From an optimization exercise on the open Yosys and OpenROAD flow, aimed at small area, a short achievable clock period and few clock cycles; shortcuts taken in it are not production practice.
Only simulation tests tie the RTL to the original design; equivalence was not proved.
No activity file was given, so power comes from the tool's default toggle rates.

$ cat flow/design.v
module plc_core (
    input  wire        clk,
    input  wire        rst,
    input  wire        scan_start,
    input  wire [15:0] raw_di,
    output wire        busy,
    output reg         done,
    output reg  [15:0] raw_do,
    output reg  [15:0] imem_addr,
    input  wire [31:0] imem_rdata,
    input  wire        host_valid,
    input  wire [3:0]  host_op,
    input  wire [7:0]  host_idx,
    input  wire        host_val,
    output reg  [63:0] host_rdata,
    output reg         host_bad
);
    localparam OP_LD = 4'h0, OP_AND = 4'h1, OP_OR = 4'h2, OP_ANDN = 4'h3, OP_ORN = 4'h4,
               OP_ST = 4'h5, OP_SET = 4'h6, OP_RST = 4'h7, OP_JMP = 4'h8;
    localparam K_DI = 4'h0, K_RE = 4'h1, K_FE = 4'h2, K_DO = 4'h3, K_AI = 4'h4,
               K_AO = 4'h5, K_M = 4'h6, K_MR = 4'h7, K_T = 4'h8;
    localparam [3:0] E_NONE = 4'd0, E_OPERAND = 4'd3, E_INDEX = 4'd4, E_COIL = 4'd5,
                     E_OPERATOR = 4'd6, E_PROG = 4'd9;
    localparam [1:0] ST_STOPPED = 2'd0, ST_RUNNING = 2'd1, ST_TERM = 2'd2;
    localparam H_START = 4'd0, H_STOP = 4'd1, H_SHUTDOWN = 4'd2, H_FORCE_DI = 4'd3,
               H_UNFORCE_DI = 4'd4, H_FORCE_DO = 4'd5, H_UNFORCE_DO = 4'd6,
               H_IS_IN_FORCED = 4'd7, H_IS_OUT_FORCED = 4'd8, H_READ_CSR = 4'd9,
               H_READ_SNAP = 4'd10;
    localparam [1:0] PH_IDLE = 2'd0, PH_EXEC = 2'd1, PH_TICK = 2'd2, PH_ENC = 2'd3;
    localparam [1:0] FK_NONE = 2'd0, FK_INS = 2'd1, FK_DESC = 2'd2, FK_NR = 2'd3;
    localparam [1:0] NS_NONE = 2'd0, NS_NEED = 2'd1, NS_PEND = 2'd2, NS_VALID = 2'd3;
    localparam [2:0] VC_M0 = 3'd0, VC_M1 = 3'd1, VC_M2 = 3'd2, VC_7 = 3'd3,
                     VC_0 = 3'd4, VC_1 = 3'd5;
    localparam [63:0] M0_INIT = 64'd0, M1_INIT = 64'd3, M2_INIT = 64'hFFFF_FFFF_FFFF_FFFE;
    reg [1:0]  ph;
    reg        busy_r;
    reg        dl_pend;           
    reg        ticked;
    reg        ch_mem;
    reg [15:0] di_i, di_re, di_fe;
    reg [15:0] do_q, do_setf, do_resetf;
    reg [63:0] m0, m1, m2;        
    reg [2:0]  mc0, mc1, mc2;     
    reg [2:0]  m_nz;              
    reg [2:0]  m_pulse, m_edge, m_setf, m_resetf;
    reg [2:0]  t0v;               
    reg        t1c;               
    reg [1:0]  t1v;
    reg [1:0]  t2c, t2v;          
    reg [3:0]  t_q, t_start;      
    reg [1:0]  b1c;               
    reg [1:0]  b_q;
    reg [15:0] fmi, fvi, fmo, fvo;
    reg [15:0] p_do_q;
    reg [2:0]  p_m_pulse;
    reg [3:0]  p_t_start;
    reg [1:0]  p_state;
    reg [3:0]  p_err;
    reg [1:0]  state;
    reg        shutdown_req;
    reg [3:0]  err;
    reg [15:0] err_rung;
    reg [15:0] err_pc;
    reg [31:0] err_word;
    reg [4:0]  delta;
    reg [1:0]  f_kind;            
    reg [1:0]  r_kind;            
    reg [15:0] f_addr, f_pc;      
    reg        f_on;              
    reg        f_next;            
    reg [31:0] ir;
    reg        ir_v;
    reg        p_ld, p_ldm, p_comb, p_st_do, p_st_m, p_sr_do, p_sr_m, p_sr_t, p_jmp;
    reg        p_needacc, p_bad, p_sr_m3, p_hi;
    reg [3:0]  p_serr;
    reg [15:0] n_base, n_len, n_idx;
    reg [1:0]  n_st;
    reg        n_wrap;            
    reg        nr_v, nr_pend;
    reg [15:0] n_rung;
    reg [15:0] e_base, e_len, ri, pc;
    reg [6:0]  steps;
    reg        e_on;
    reg        acc_e;             
    reg [2:0]  acc_c;             
    reg        acc_t;             
    assign busy = busy_r;
    wire running    = (ph == PH_EXEC);
    wire acc_scan   = ~busy_r & scan_start;
    wire term_or_sd = (state == ST_TERM) | shutdown_req;
    wire accept_run = acc_scan & ~term_or_sd & (state == ST_RUNNING);
    wire [3:0]  d_op = imem_rdata[31:28];
    wire [3:0]  d_kd = imem_rdata[27:24];
    wire        d_lt16 = (imem_rdata[23:4] == 20'd0);
    wire        d_lt4  = d_lt16 & ~imem_rdata[3] & ~imem_rdata[2];
    wire        d_i3   = (imem_rdata[1:0] == 2'd3);
    wire        d_st   = (d_op == OP_ST);
    wire        d_sr   = (d_op == OP_SET) | (d_op == OP_RST);
    wire        d_kdo  = (d_kd == K_DO);
    wire        d_km   = (d_kd == K_M);
    wire        d_kt   = (d_kd == K_T);
    wire        d_st_adm = d_kdo | (d_kd == K_AO) | d_km | (d_kd == K_MR);
    wire        d_sr_adm = d_st_adm | d_kt;
    reg         d_ibad;
    always @(*) begin
        case (d_kd)
            K_DI, K_RE, K_FE, K_DO: d_ibad = ~d_lt16;
            K_M, K_T:               d_ibad = ~d_lt4;
            default:                d_ibad = 1'b1;
        endcase
    end
    reg [3:0] d_serr;
    always @(*) begin
        d_serr = E_NONE;
        if (d_op > OP_JMP)                      d_serr = E_OPERATOR;
        else if (d_op == OP_JMP) begin
            if (d_kd != 4'h0)                   d_serr = E_OPERAND;
        end else begin
            if (d_kd > K_T)                     d_serr = E_OPERAND;
            else if (d_st && !d_st_adm)         d_serr = E_COIL;
            else if (d_sr && !d_sr_adm)         d_serr = E_COIL;
            else if (d_ibad)                    d_serr = E_INDEX;
        end
    end
    wire [3:0]  kd  = ir[27:24];
    wire [23:0] ix  = ir[23:0];
    wire [3:0]  s4  = ix[3:0];
    wire [1:0]  s2  = ix[1:0];
    wire        op_set = ~ir[28];   
    reg opnd;
    always @(*) begin
        case (kd)
            K_DI:    opnd = di_i[s4];
            K_RE:    opnd = di_re[s4];
            K_FE:    opnd = di_fe[s4];
            K_DO:    opnd = do_q[s4];
            K_M:     opnd = (s2 == 2'd3) ? 1'b1 : m_nz[s2];
            default: opnd = t_q[s2];
        endcase
    end
    reg [2:0] opnd_c;             
    always @(*) begin
        case (s2)
            2'd0:    opnd_c = mc0;
            2'd1:    opnd_c = mc1;
            2'd2:    opnd_c = mc2;
            default: opnd_c = VC_7;
        endcase
    end
    reg comb_r;
    always @(*) begin
        case (ir[29:28])
            2'b01:   comb_r = acc_t &  opnd;    
            2'b10:   comb_r = acc_t |  opnd;    
            2'b11:   comb_r = acc_t & ~opnd;    
            default: comb_r = acc_t | ~opnd;    
        endcase
    end
    wire        tgt_bad  = p_hi | (ix[15:0] >= e_len);
    wire        ex_ok    = ~steps[6] & ~p_bad & ~(p_jmp & tgt_bad) & ~(p_needacc & acc_e)
                           & ~(p_sr_m3 & acc_t);
    reg [3:0] ex_err;
    always @(*) begin
        if (steps[6])                    ex_err = E_PROG;
        else if (p_serr != E_NONE)       ex_err = p_serr;
        else if (p_jmp & tgt_bad)        ex_err = E_PROG;
        else if (p_needacc & acc_e)      ex_err = E_PROG;
        else                             ex_err = E_OPERAND;    
    end
    wire ex_fire  = running & e_on & ir_v;
    wire exok     = ex_fire & ex_ok;
    wire ex_flush = ex_fire & ~ex_ok;
    wire taken    = p_jmp & acc_t;
    wire [15:0] pc_inc = pc + 16'd1;
    wire e_last   = (pc_inc == e_len);
    wire redirect = exok & taken & (ix[15:0] != pc_inc);
    wire rung_end = exok & ~taken & e_last;
    wire need_nx  = rung_end | (running & ~e_on);
    wire n_valid  = (n_st == NS_VALID);
    wire ex_switch = (need_nx & n_valid & ~n_wrap) | (accept_run & n_valid);
    wire ex_end   = need_nx & ((n_st == NS_NONE) | n_wrap);
    wire [15:0] jt_addr = e_base + ix[15:0];
    function [63:0] resolve;
        input [2:0]  c;
        input [63:0] v0, v1, v2;
        case (c)
            VC_M0:   resolve = v0;
            VC_M1:   resolve = v1;
            VC_M2:   resolve = v2;
            VC_7:    resolve = 64'd7;
            VC_1:    resolve = 64'd1;
            default: resolve = 64'd0;
        endcase
    endfunction
    wire        is_tick = (ph == PH_TICK);
    wire [2:0]  m_step  = {3{is_tick}} & m_pulse & ~p_m_pulse;
    wire [63:0] r0 = resolve(mc0, m0, m1, m2);
    wire [63:0] r1 = resolve(mc1, m0, m1, m2);
    wire [63:0] r2 = resolve(mc2, m0, m1, m2);
    wire [63:0] f0 = r0 + {63'd0, m_step[0]};
    wire [63:0] f1 = r1 - {63'd0, m_step[1]};
    wire [63:0] f2 = r2 + {63'd0, m_step[2]};
    wire        ch_mem_new = (f0 != m0) | (f1 != m1) | (f2 != m2);
    wire [15:0] flen     = f_next ? n_len : e_len;
    wire [15:0] f_pc_inc = f_pc + 16'd1;
    wire        f_more   = f_on & (f_pc_inc != flen);
    wire        wrapf    = f_next & n_wrap;
    wire        seq_ok   = f_more & (~wrapf | (f_pc == 16'd0) | accept_run);
    wire        start_ok = ~f_more & ~f_next & n_valid;
    wire        rd_desc  = (r_kind == FK_DESC);
    wire        rd_len_nz = (imem_rdata[15:0] != 16'd0);
    wire        byp_ok   = rd_desc & rd_len_nz & ~f_more & ~f_next;
    wire        desc_ok  = (n_st == NS_NEED) & ~n_wrap;
    wire        prep_ok  = (n_st == NS_NEED) & n_wrap;
    wire        ir_free  = ~ir_v | ex_fire;
    wire [15:0] n_idx_inc = n_idx + 16'd1;
    wire        n_idx_last = (n_idx_inc == n_rung);
    reg [63:0] snap_data;
    reg        snap_bad;
    always @(*) begin
        snap_data = 64'd0;
        snap_bad  = 1'b0;
        case (host_idx)
            8'h00: snap_data = {16'd0, di_fe, di_re, di_i};
            8'h01: snap_data = {16'd0, do_resetf, do_setf, do_q};
            8'h02: snap_data = {fvo, fmo, fvi, fmi};
            8'h03: snap_data = {52'd0,
                                4'b0000,
                                m_resetf[2], m_setf[2], m_edge[2], m_pulse[2],
                                m_resetf[1], m_setf[1], m_edge[1], m_pulse[1],
                                m_resetf[0], m_setf[0], m_edge[0], m_pulse[0]};
            8'h04: snap_data = {46'd0, b_q, 8'd0,
                                t_start[3], t_q[3], t_start[2], t_q[2],
                                t_start[1], t_q[1], t_start[0], t_q[0]};
            8'h10: snap_data = m0;
            8'h11: snap_data = m1;
            8'h12: snap_data = m2;
            8'h13: snap_data = 64'd7;
            8'h20: snap_data = {61'd0, t0v};
            8'h21: snap_data = {62'd0, t1v};
            8'h22: snap_data = {62'd0, t2v};
            8'h23: snap_data = 64'd0;
            8'h28: snap_data = 64'd0;
            8'h29: snap_data = {63'd0, t1c};
            8'h2A: snap_data = {62'd0, t2c};
            8'h2B: snap_data = 64'd0;
            8'h30: snap_data = 64'd0;
            8'h31: snap_data = {62'd0, b1c};
            default: snap_bad = 1'b1;
        endcase
    end
    wire [4:0] delta_new = {(state != p_state) | (err != p_err),
                            ticked | (t_start != p_t_start),
                            ch_mem,
                            (do_q != p_do_q),
                            |(di_re | di_fe)};
    wire [4:0] delta_vis = dl_pend ? delta_new : delta;
    reg [63:0] csr_data;
    reg        csr_bad;
    always @(*) begin
        csr_data = 64'd0;
        csr_bad  = 1'b0;
        case (host_idx)
            8'd0: csr_data = {52'd0, err, 5'd0, shutdown_req, state};
            8'd1: csr_data = {48'd0, err_rung};
            8'd2: csr_data = {48'd0, err_pc};
            8'd3: csr_data = {32'd0, err_word};
            8'd4: csr_data = {59'd0, delta_vis};
            default: csr_bad = 1'b1;
        endcase
    end
    wire [15:0] di_val = (fmi & fvi) | (~fmi & raw_di);
    wire [15:0] do_enc = (fmo & fvo) | (~fmo & do_q);
    always @(posedge clk) begin
        if (rst) begin
            ph           <= PH_IDLE;
            busy_r       <= 1'b0;
            dl_pend      <= 1'b0;
            ticked       <= 1'b0;
            ch_mem       <= 1'b0;
            done         <= 1'b0;
            raw_do       <= 16'd0;
            imem_addr    <= 16'd0;
            host_rdata   <= 64'd0;
            host_bad     <= 1'b0;
            di_i         <= 16'd0;
            di_re        <= 16'd0;
            di_fe        <= 16'd0;
            do_q         <= 16'd0;
            do_setf      <= 16'd0;
            do_resetf    <= 16'd0;
            m0           <= M0_INIT;
            m1           <= M1_INIT;
            m2           <= M2_INIT;
            mc0          <= VC_M0;
            mc1          <= VC_M1;
            mc2          <= VC_M2;
            m_nz         <= 3'b110;
            m_pulse      <= 3'd0;
            m_edge       <= 3'd0;
            m_setf       <= 3'd0;
            m_resetf     <= 3'd0;
            t0v          <= 3'd0;
            t1c          <= 1'b0;
            t1v          <= 2'd0;
            t2c          <= 2'd0;
            t2v          <= 2'd0;
            t_q          <= 4'd0;
            t_start      <= 4'd0;
            b1c          <= 2'd0;
            b_q          <= 2'd0;
            fmi          <= 16'd0;
            fvi          <= 16'd0;
            fmo          <= 16'd0;
            fvo          <= 16'd0;
            p_do_q       <= 16'd0;
            p_m_pulse    <= 3'd0;
            p_t_start    <= 4'd0;
            p_state      <= ST_STOPPED;
            p_err        <= E_NONE;
            state        <= ST_STOPPED;
            shutdown_req <= 1'b0;
            err          <= E_NONE;
            err_rung     <= 16'd0;
            err_pc       <= 16'd0;
            err_word     <= 32'd0;
            delta        <= 5'd0;
            f_kind       <= FK_NONE;
            r_kind       <= FK_NONE;
            f_addr       <= 16'd0;
            f_pc         <= 16'd0;
            f_on         <= 1'b0;
            f_next       <= 1'b0;
            ir           <= 32'd0;
            ir_v         <= 1'b0;
            p_ld         <= 1'b0;
            p_ldm        <= 1'b0;
            p_comb       <= 1'b0;
            p_st_do      <= 1'b0;
            p_st_m       <= 1'b0;
            p_sr_do      <= 1'b0;
            p_sr_m       <= 1'b0;
            p_sr_t       <= 1'b0;
            p_jmp        <= 1'b0;
            p_needacc    <= 1'b0;
            p_bad        <= 1'b0;
            p_sr_m3      <= 1'b0;
            p_hi         <= 1'b0;
            p_serr       <= E_NONE;
            n_base       <= 16'd0;
            n_len        <= 16'd0;
            n_idx        <= 16'd0;
            n_st         <= NS_PEND;
            n_wrap       <= 1'b1;
            nr_v         <= 1'b0;
            nr_pend      <= 1'b0;
            n_rung       <= 16'd0;
            e_base       <= 16'd0;
            e_len        <= 16'd0;
            ri           <= 16'd0;
            pc           <= 16'd0;
            steps        <= 7'd0;
            e_on         <= 1'b0;
            acc_e        <= 1'b1;
            acc_c        <= VC_0;
            acc_t        <= 1'b0;
        end else begin
            done <= 1'b0;
            dl_pend <= 1'b0;
            if (dl_pend) begin
                delta     <= delta_new;
                p_do_q    <= do_q;
                p_m_pulse <= m_pulse;
                p_t_start <= t_start;
                p_state   <= state;
                p_err     <= err;
                m_nz      <= {|m2, |m1, |m0};
            end
            if (acc_scan) begin
                if (state == ST_TERM) begin
                    done <= 1'b1;
                end else if (shutdown_req) begin
                    state <= ST_TERM;
                    done  <= 1'b1;
                end else begin
                    do_setf   <= 16'd0;
                    do_resetf <= 16'd0;
                    m_setf    <= 3'd0;
                    m_resetf  <= 3'd0;
                    di_i      <= di_val;
                    di_re     <= di_val & ~di_i;
                    di_fe     <= ~di_val & di_i;
                    if (state == ST_RUNNING) begin
                        ph     <= PH_EXEC;
                        busy_r <= 1'b1;
                        e_on   <= 1'b0;
                    end else begin
                        raw_do  <= do_enc;
                        ticked  <= 1'b0;
                        ch_mem  <= 1'b0;
                        done    <= 1'b1;
                        dl_pend <= 1'b1;
                    end
                end
            end else if (~busy_r & host_valid) begin
                host_rdata <= 64'd0;
                host_bad   <= 1'b0;
                case (host_op)
                    H_START:    if (state == ST_STOPPED) begin state <= ST_RUNNING; err <= E_NONE; end
                    H_STOP:     if (state == ST_RUNNING) state <= ST_STOPPED;
                    H_SHUTDOWN: if (state != ST_TERM) shutdown_req <= 1'b1;
                    H_FORCE_DI, H_UNFORCE_DI: begin
                        if (host_idx[7:4] != 4'd0) host_bad <= 1'b1;
                        else if (state != ST_TERM) begin
                            fmi[host_idx[3:0]] <= (host_op == H_FORCE_DI);
                            fvi[host_idx[3:0]] <= (host_op == H_FORCE_DI) && host_val;
                        end
                    end
                    H_FORCE_DO, H_UNFORCE_DO: begin
                        if (host_idx[7:4] != 4'd0) host_bad <= 1'b1;
                        else if (state != ST_TERM) begin
                            fmo[host_idx[3:0]] <= (host_op == H_FORCE_DO);
                            fvo[host_idx[3:0]] <= (host_op == H_FORCE_DO) && host_val;
                        end
                    end
                    H_IS_IN_FORCED: begin
                        if (host_idx[7:4] != 4'd0) host_bad <= 1'b1;
                        else host_rdata <= {63'd0, fmi[host_idx[3:0]]};
                    end
                    H_IS_OUT_FORCED: begin
                        if (host_idx[7:4] != 4'd0) host_bad <= 1'b1;
                        else host_rdata <= {63'd0, fmo[host_idx[3:0]]};
                    end
                    H_READ_CSR: begin
                        host_rdata <= csr_data;
                        host_bad   <= csr_bad;
                    end
                    H_READ_SNAP: begin
                        host_rdata <= snap_data;
                        host_bad   <= snap_bad;
                    end
                    default: host_bad <= 1'b1;
                endcase
            end
            if (ex_flush) begin
                err      <= ex_err;
                err_rung <= ri;
                err_pc   <= pc;
                err_word <= ir;
                state    <= ST_STOPPED;
                e_on     <= 1'b0;
                ph       <= PH_ENC;
            end
            if (exok) begin
                steps <= steps + 7'd1;
                pc    <= taken ? ix[15:0] : pc_inc;
                if (p_ld) begin
                    acc_e <= 1'b0;
                    acc_c <= p_ldm ? opnd_c : (opnd ? VC_1 : VC_0);
                    acc_t <= opnd;
                end
                if (p_comb) begin
                    acc_c <= comb_r ? VC_1 : VC_0;
                    acc_t <= comb_r;
                end
                if (p_st_do)
                    do_q[s4] <= acc_t;
                if (p_st_m) begin
                    case (s2)
                        2'd0:    mc0 <= acc_c;
                        2'd1:    mc1 <= acc_c;
                        default: mc2 <= acc_c;
                    endcase
                    m_nz[s2] <= acc_t;
                end
                if (p_sr_do && acc_t) begin
                    do_q[s4] <= op_set;
                    if (op_set) do_setf[s4]   <= 1'b1;
                    else        do_resetf[s4] <= 1'b1;
                end
                if (p_sr_m && acc_t) begin
                    m_pulse[s2] <= op_set;
                    if (op_set) m_setf[s2]   <= 1'b1;
                    else        m_resetf[s2] <= 1'b1;
                end
                if (p_sr_t && acc_t)
                    t_start[s2] <= op_set;
            end
            if (ex_switch) begin
                e_base  <= n_base;
                e_len   <= n_len;
                ri      <= n_idx;
                pc      <= 16'd0;
                steps   <= 7'd0;
                e_on    <= 1'b1;
                acc_e   <= 1'b1;
                acc_t   <= 1'b0;
            end else if (rung_end) begin
                e_on    <= 1'b0;
            end
            if (ex_end) begin
                ph <= PH_TICK;
                e_on <= 1'b0;
            end
            if (ph == PH_TICK || ph == PH_ENC) begin
                raw_do  <= do_enc;
                done    <= 1'b1;
                dl_pend <= 1'b1;
                busy_r  <= 1'b0;
                ph      <= PH_IDLE;
                ticked  <= is_tick;
                m0      <= f0;
                m1      <= f1;
                m2      <= f2;
                mc0     <= VC_M0;
                mc1     <= VC_M1;
                mc2     <= VC_M2;
                ch_mem  <= ch_mem_new;
            end
            if (is_tick) begin
                if (!t_start[0]) begin t0v <= 3'd0; t_q[0] <= 1'b0; end
                else if (t0v >= 3'd5) t_q[0] <= 1'b1;
                else begin
                    t0v <= t0v + 3'd1;
                    if (t0v + 3'd1 >= 3'd5) t_q[0] <= 1'b1;
                end
                if (!t_start[1]) begin t1c <= 1'b0; t1v <= 2'd0; t_q[1] <= 1'b0; end
                else if (t1v >= 2'd3) t_q[1] <= 1'b1;
                else if (t1c) begin
                    t1c <= 1'b0;
                    t1v <= t1v + 2'd1;
                    if (t1v + 2'd1 >= 2'd3) t_q[1] <= 1'b1;
                end else
                    t1c <= 1'b1;
                if (!t_start[2]) begin t2c <= 2'd0; t2v <= 2'd0; t_q[2] <= 1'b0; end
                else if (t2v >= 2'd2) t_q[2] <= 1'b1;
                else if (t2c == 2'd2) begin
                    t2c <= 2'd0;
                    t2v <= t2v + 2'd1;
                    if (t2v + 2'd1 >= 2'd2) t_q[2] <= 1'b1;
                end else
                    t2c <= t2c + 2'd1;
                t_q[3] <= t_start[3];
                b_q[0] <= ~b_q[0];
                if (b1c == 2'd2) begin b_q[1] <= ~b_q[1]; b1c <= 2'd0; end
                else b1c <= b1c + 2'd1;
                m_edge <= m_step;
            end
            if (r_kind == FK_NR) begin
                n_rung  <= imem_rdata[15:0];
                nr_v    <= 1'b1;
                nr_pend <= 1'b0;
                n_idx   <= 16'd0;
                n_st    <= (imem_rdata[15:0] == 16'd0) ? NS_NONE : NS_NEED;
            end else if (rd_desc) begin
                if (rd_len_nz) begin
                    n_base <= imem_rdata[31:16];
                    n_len  <= imem_rdata[15:0];
                    n_st   <= NS_VALID;
                end else if (n_idx_last) begin
                    n_st   <= NS_NONE;
                end else begin
                    n_idx  <= n_idx_inc;
                    n_st   <= NS_NEED;
                end
            end else if (ex_switch) begin
                n_idx  <= n_idx_inc;
                n_st   <= n_idx_last ? NS_NONE : NS_NEED;
                n_wrap <= 1'b0;
            end else if (n_st == NS_NONE && !n_wrap) begin
                n_idx  <= 16'd0;
                n_wrap <= 1'b1;
                n_st   <= (n_rung == 16'd0) ? NS_NONE : NS_NEED;
            end
            if (accept_run && !n_valid) n_wrap <= 1'b0;
            if (ir_free) begin
                ir        <= imem_rdata;
                ir_v      <= (r_kind == FK_INS);
                p_ld      <= (d_op == OP_LD);
                p_ldm     <= (d_op == OP_LD) & d_km;
                p_jmp     <= (d_op == OP_JMP);
                p_comb    <= (d_op >= OP_AND) & (d_op <= OP_ORN);
                p_st_do   <= d_st & d_kdo;
                p_st_m    <= d_st & d_km;
                p_sr_do   <= d_sr & d_kdo;
                p_sr_m    <= d_sr & d_km & ~d_i3;
                p_sr_t    <= d_sr & d_kt;
                p_needacc <= (d_op != OP_LD);
                p_serr    <= d_serr;
                p_bad     <= (d_serr != E_NONE) | (d_st & d_km & d_i3);
                p_sr_m3   <= d_sr & d_km & d_i3;
                p_hi      <= (imem_rdata[23:16] != 8'd0);
            end
            r_kind <= (r_kind == FK_INS && !ir_free) ? r_kind : f_kind;
            f_kind <= FK_NONE;
            if (ex_switch) f_next <= 1'b0;
            if (ex_flush) begin
                ir_v    <= 1'b0;
                r_kind  <= FK_NONE;
                f_on    <= 1'b0;
                f_next  <= 1'b0;
                n_idx   <= 16'd0;
                n_wrap  <= 1'b1;
                n_st    <= (n_rung == 16'd0) ? NS_NONE : NS_NEED;
            end else if (redirect) begin
                ir_v      <= 1'b0;
                r_kind    <= (f_kind == FK_INS) ? FK_NONE : f_kind;
                imem_addr <= jt_addr;
                f_kind    <= FK_INS;
                f_addr    <= jt_addr;
                f_pc      <= ix[15:0];
                f_on      <= 1'b1;
                f_next    <= 1'b0;
            end else if (desc_ok) begin
                imem_addr <= n_idx_inc;
                f_kind    <= FK_DESC;
                n_st      <= NS_PEND;
            end else if (seq_ok) begin
                imem_addr <= f_addr + 16'd1;
                f_kind    <= FK_INS;
                f_addr    <= f_addr + 16'd1;
                f_pc      <= f_pc_inc;
            end else if (byp_ok) begin
                imem_addr <= imem_rdata[31:16];
                f_kind    <= FK_INS;
                f_addr    <= imem_rdata[31:16];
                f_pc      <= 16'd0;
                f_on      <= 1'b1;
                f_next    <= 1'b1;
            end else if (start_ok) begin
                imem_addr <= n_base;
                f_kind    <= FK_INS;
                f_addr    <= n_base;
                f_pc      <= 16'd0;
                f_on      <= 1'b1;
                f_next    <= ~ex_switch;
            end else if (prep_ok) begin
                imem_addr <= n_idx_inc;
                f_kind    <= FK_DESC;
                n_st      <= NS_PEND;
            end else if (!nr_v && !nr_pend) begin
                imem_addr <= 16'd0;
                f_kind    <= FK_NR;
                nr_pend   <= 1'b1;
            end
        end
    end
endmodule
$ cat flow/constraint.sdc
create_clock -name core_clock -period 10.0 [get_ports {clk}]
set_input_delay 2.0000 -clock core_clock [delete_from_list [all_inputs] [get_ports {clk}]]
set_output_delay 2.0000 -clock core_clock [all_outputs]
set_load 0.01 [all_outputs]
$ cat flow/config.mk
export PLATFORM = sky130hd
export DESIGN_NAME = plc_core
export DESIGN_NICKNAME = plc_core
export VERILOG_FILES = /design/flow/design.v
export SDC_FILE = /design/flow/constraint.sdc
export NUM_CORES = 4
export LEC_CHECK = 0
export CAP_MARGIN = 20
export CORE_MARGIN = 2
export CORE_UTILIZATION = 40
export PLACE_DENSITY = 0.6
export SETUP_SLACK_MARGIN = 5
export SLEW_MARGIN = 20
$ cat flow/run.sh
#!/bin/bash
# synth_recipe.tcl (not shown) runs the flow's synth.tcl, then flattens the netlist and writes it again
# the make line also repeats each setting of config.mk as NAME=value (left out here)
make -C /OpenROAD-flow-scripts/flow DESIGN_CONFIG=/design/flow/config.mk WORK_HOME=/design/flow/orfs CLKGATE_MAP_FILE= SYNTH_SCRIPT=/design/flow/synth_recipe.tcl finish
==> results_dict.tcl <==
set metrics [dict create \
    rsz0062_at_grt "true" \
    area_growth_pct 13.93 \
    cts_tree "done" \
    cts_max_level 3 \
    status "timing/DRC/antenna clean" \
    drtPass1Iterations 8 \
    globalplace.congestion 1.105 \
    post-route-period-util_pct 52.93 \
    crit_top_cell "nand4_1" \
    crit_required_ns 10.60 \
    ir_drop_v 0.0001480 \
    worstMarginPinSlew_ns 1.293 \
    clk_pin_slew_worst_paths_ns 0.06 \
    p_total_w 0.009039 \
    layout.nets 7256 \
    max_stage_delay_ns 0.66 \
    start_kind "flip-flop" \
    dr_total_vias 59340 \
    via_per_inst 6.584 \
    cap_viol_max_count 0 \
    fin_tns_setup_ns 0 \
    hold_path.class "flip-flop to flip-flop" \
    core_mm2 0.1373 \
    clkSinkCount 840 \
    antenna_left 0 \
    drtIter0Drc 8530 \
    crit_family "simple AND/OR/NAND/NOR gates" \
    worstSetupPathType "flip-flop to flip-flop" \
    synth_most_common_cell "nor2_1" \
    numCtsBuffers 101 \
    syn_avg_cell_area_um2 7.578 \
    fillers 13820 \
    p_leak_nw 22.37 \
    arrival_ns 5.89 \
    fmax_mhz 188.9 \
    ff_latch_area_mm2 0.01685 \
    antenna_found_initial 11 \
    hold_depth 2 \
    synthTopCellsByArea "dfxtp_1 (30%), nor2_1 (6.0%), nand2_1 (5.5%), a21oi_1 (5.3%), mux2i_1 (4.3%)" \
    dieWidth_um 375.7 \
    num_rows 136 \
    relSlewSlack_pct 12.92 \
    finalMaxSlewViolations 0 \
    synthArstFlopShare_pct 0 \
    synth_nets 7419 \
    ys_seq_elements 840 \
    path_cells "buf_2 -> buf_6 -> buf_6 -> nor3b_1 -> a211oi_2 -> buf_4 -> and3_1 -> nand4_1 -> nor4_2 -> xor2_1 -> o21ai_0 -> nand4_1 -> nor4_1 -> nand4_1 -> or4_4 -> nor4_2 -> a41oi_1" \
    overflow 0 \
    multiInputGateArea_mm2 0.03617 \
    finalHoldViolations 0 \
    final_core_util_pct 45.85 \
    synth_top_area_cell "dfxtp_1" \
    start_util_pct 40.25 \
    grt_pass1_wl_um 404800 \
    synthTopCellsByCount "nor2_1 (885), dfxtp_1 (840), nand2_1 (815)" \
    cts_buffer_depth 3 \
    routed_wl_um 291200 \
    ys_seq_area_share_pct 30.43 \
    synth_top_area_share_pct 30.43 \
    synth.distinct_cells 104 \
    setup_violations 0 \
    end_kind "flip-flop" \
    reg2reg_setup_slack_ns 4.71 \
    die_h_um 375.7 \
    port_buffers 163 \
    boundaryPins 164 \
    cts-root-buf "clkbuf_16" \
    grt_usage_pct 39.32 \
    syn_area_mm2 0.05527 \
    dp_hpwl_um 214700 \
    fin_crit_ns 5.293 \
    crit_buf_inv 4 \
    wl_per_cell_um 32.31 \
    die_area_mm2 0.1412 \
    netlist_instances 7293 \
    cp_max_fo 19 \
    worstSkewPairLatency_ns 0.77 \
    crit_slowest_cell "o21ai_0" \
    hold_slack_ns 0.4503 \
    grt_pass1_vias 53670 \
    cts_hold_buf 0 \
    grt_max_degree 172 \
    power_density_mw_per_mm2 143.5 \
    skew_ns 0.06080 \
    fin_ws_ns 4.707 \
    pre_cts_ws_ns 3.460 \
    drive_gt1_share_pct 10.55 \
    synth_edf_count 0 \
    drc 0 \
    yosysWarnings 1 \
    cp_num_cells 17 \
    synthFlopType "dfxtp_1" \
    ff2ff_path_depth 17 \
]
-- worst reg2reg max path: cells and delay by family, from the launching register on --
family                 cells  cell delay (ns)
AND/OR/NAND/NOR            9             2.89
buffers and inverters      4             0.69
flip-flops                 1             0.38
AO/OA/AOI/OAI              3             1.04
XOR/XNOR                   1             0.15
-- registers in the layout, indices dropped and copies added (netlist names), 32 cells and up --
| name | count |
|---|---|
| ir | 32 |
| m2 | 64 |
| host_rdata | 64 |
| err_word | 32 |
| m1 | 64 |
| m0 | 64 |
-- layer usage --
metal / wire, um / GRT usage, % / vias up / share of wire (%)
met5: 83 / 0 / - / 0.029
met4: 28040 / 30.56 / 14 / 9.6
met3: 29130 / 8.925 / 1157 / 10
met2: 124900 / 60.04 / 3788 / 43
met1: 109100 / 47.83 / 28360 / 37
li1: - / - / 26020 / -
-- stage by stage --
stage,area [um^2],instances
final,62970,9013
after global routing,62960,9009
after CTS,62240,8970
after detailed placement,57990,8753
after global placement,57980,8753
after floorplan,55580,7293
-- what timing repair did --
item / 4_1_cts / 5_1_grt
pin swaps: 11 / 21
endpoints found under the hold margin: 0 / 0
gates cloned: 4 / 4
setup endpoints to repair: 120 / 88
gates resized for setup: 96 / 82
setup buffers: 25 / 34
-- cell type report --
cell class	instances	area share, %
antenna	4	0.01590
clock buffer	138	4.668
sequential	840	26.76
inverter	107	0.6796
timing repair buffer	399	5.814
multi-input combinational	5681	57.44
tap	1794	3.565
clock inverter	50	1.057
-- kinds of logic after synthesis --
family | synth area share (%)
multiplexers | 7.329
AND/OR/NAND/NOR | 25.63
XOR/XNOR | 7.634
adder cells (fa/ha/maj) | 1.395
AO/OA/AOI/OAI | 21.98
flip-flops | 30.43
buffers and inverters | 5.601
-- cell usage in the layout (no fill, tap or decap), drive strengths merged, types with 23 or more instances in the layout --
cell,instances
nor2b,56
nand3,197
a311oi,23
a22oi,245
o22ai,23
xnor2,266
dfxtp,840
nand2b,33
a221o,23
and2,72
ha,60
nor3,217
nand2,815
a21o,23
xor2,169
nor3b,31
or3,34
a22o,25
o21ai,302
nor4,144
buf,231
a31oi,94
or2,25
inv,104
nand4,106
a211oi,229
o211ai,57
and3,74
nor2,888
clkbuf,143
a21oi,589
a32oi,26
nand3b,62
clkinv,32
mux2i,237
a221oi,27
and3b,90
clkdlybuf4s50,158
mux2,125
-- path summary, 6_finish.rpt --
| path | start | end |
|---|---|---|
| max | mc0[1] | ch_mem |
| min | ri[5] | err_rung[5] |
| max reg2reg | mc0[1] | ch_mem |
| min reg2reg | ri[5] | err_rung[5] |
-- where the power goes --
part | internal [W] | switching (W) | total (W)
Clock | 0.00231 | 0.00172 | 0.00403
Combinational | 0.000474 | 0.000884 | 0.00136
Sequential | 0.00348 | 0.000171 | 0.00365
Testbench counts, summed over its fixed seeds: cycles 110,462.

static timing again, ports no longer ideal:
The flow's constraints put no driver on any port. The routed layout listed below was extracted and timed again, unchanged, in two steps. Step 1: set_driving_cell puts a clkbuf_16 on clk and a buf_2 on each other input, an assumption about the parent block. Step 2 also shifts input and output timing later by t, the mid clock arrival at the registers, as if the neighbouring blocks saw the same clock. Slacks: ideal ports / drivers / drivers and shift; pairs: ideal ports / drivers.
t (ns): 0.833
setup WS [ns]: 4.707 / 4.707 / 4.229
latest minus earliest clock arrival (ns): 0.071 / 0.071
worst slew at a driven data input, ns: 0.10
cell pins on the clock port's net: 1
After both steps setup and hold are still met in this run. For this run, drivers alone change the setup slack by 0.000 ns; drivers and shift together by -0.478 ns.
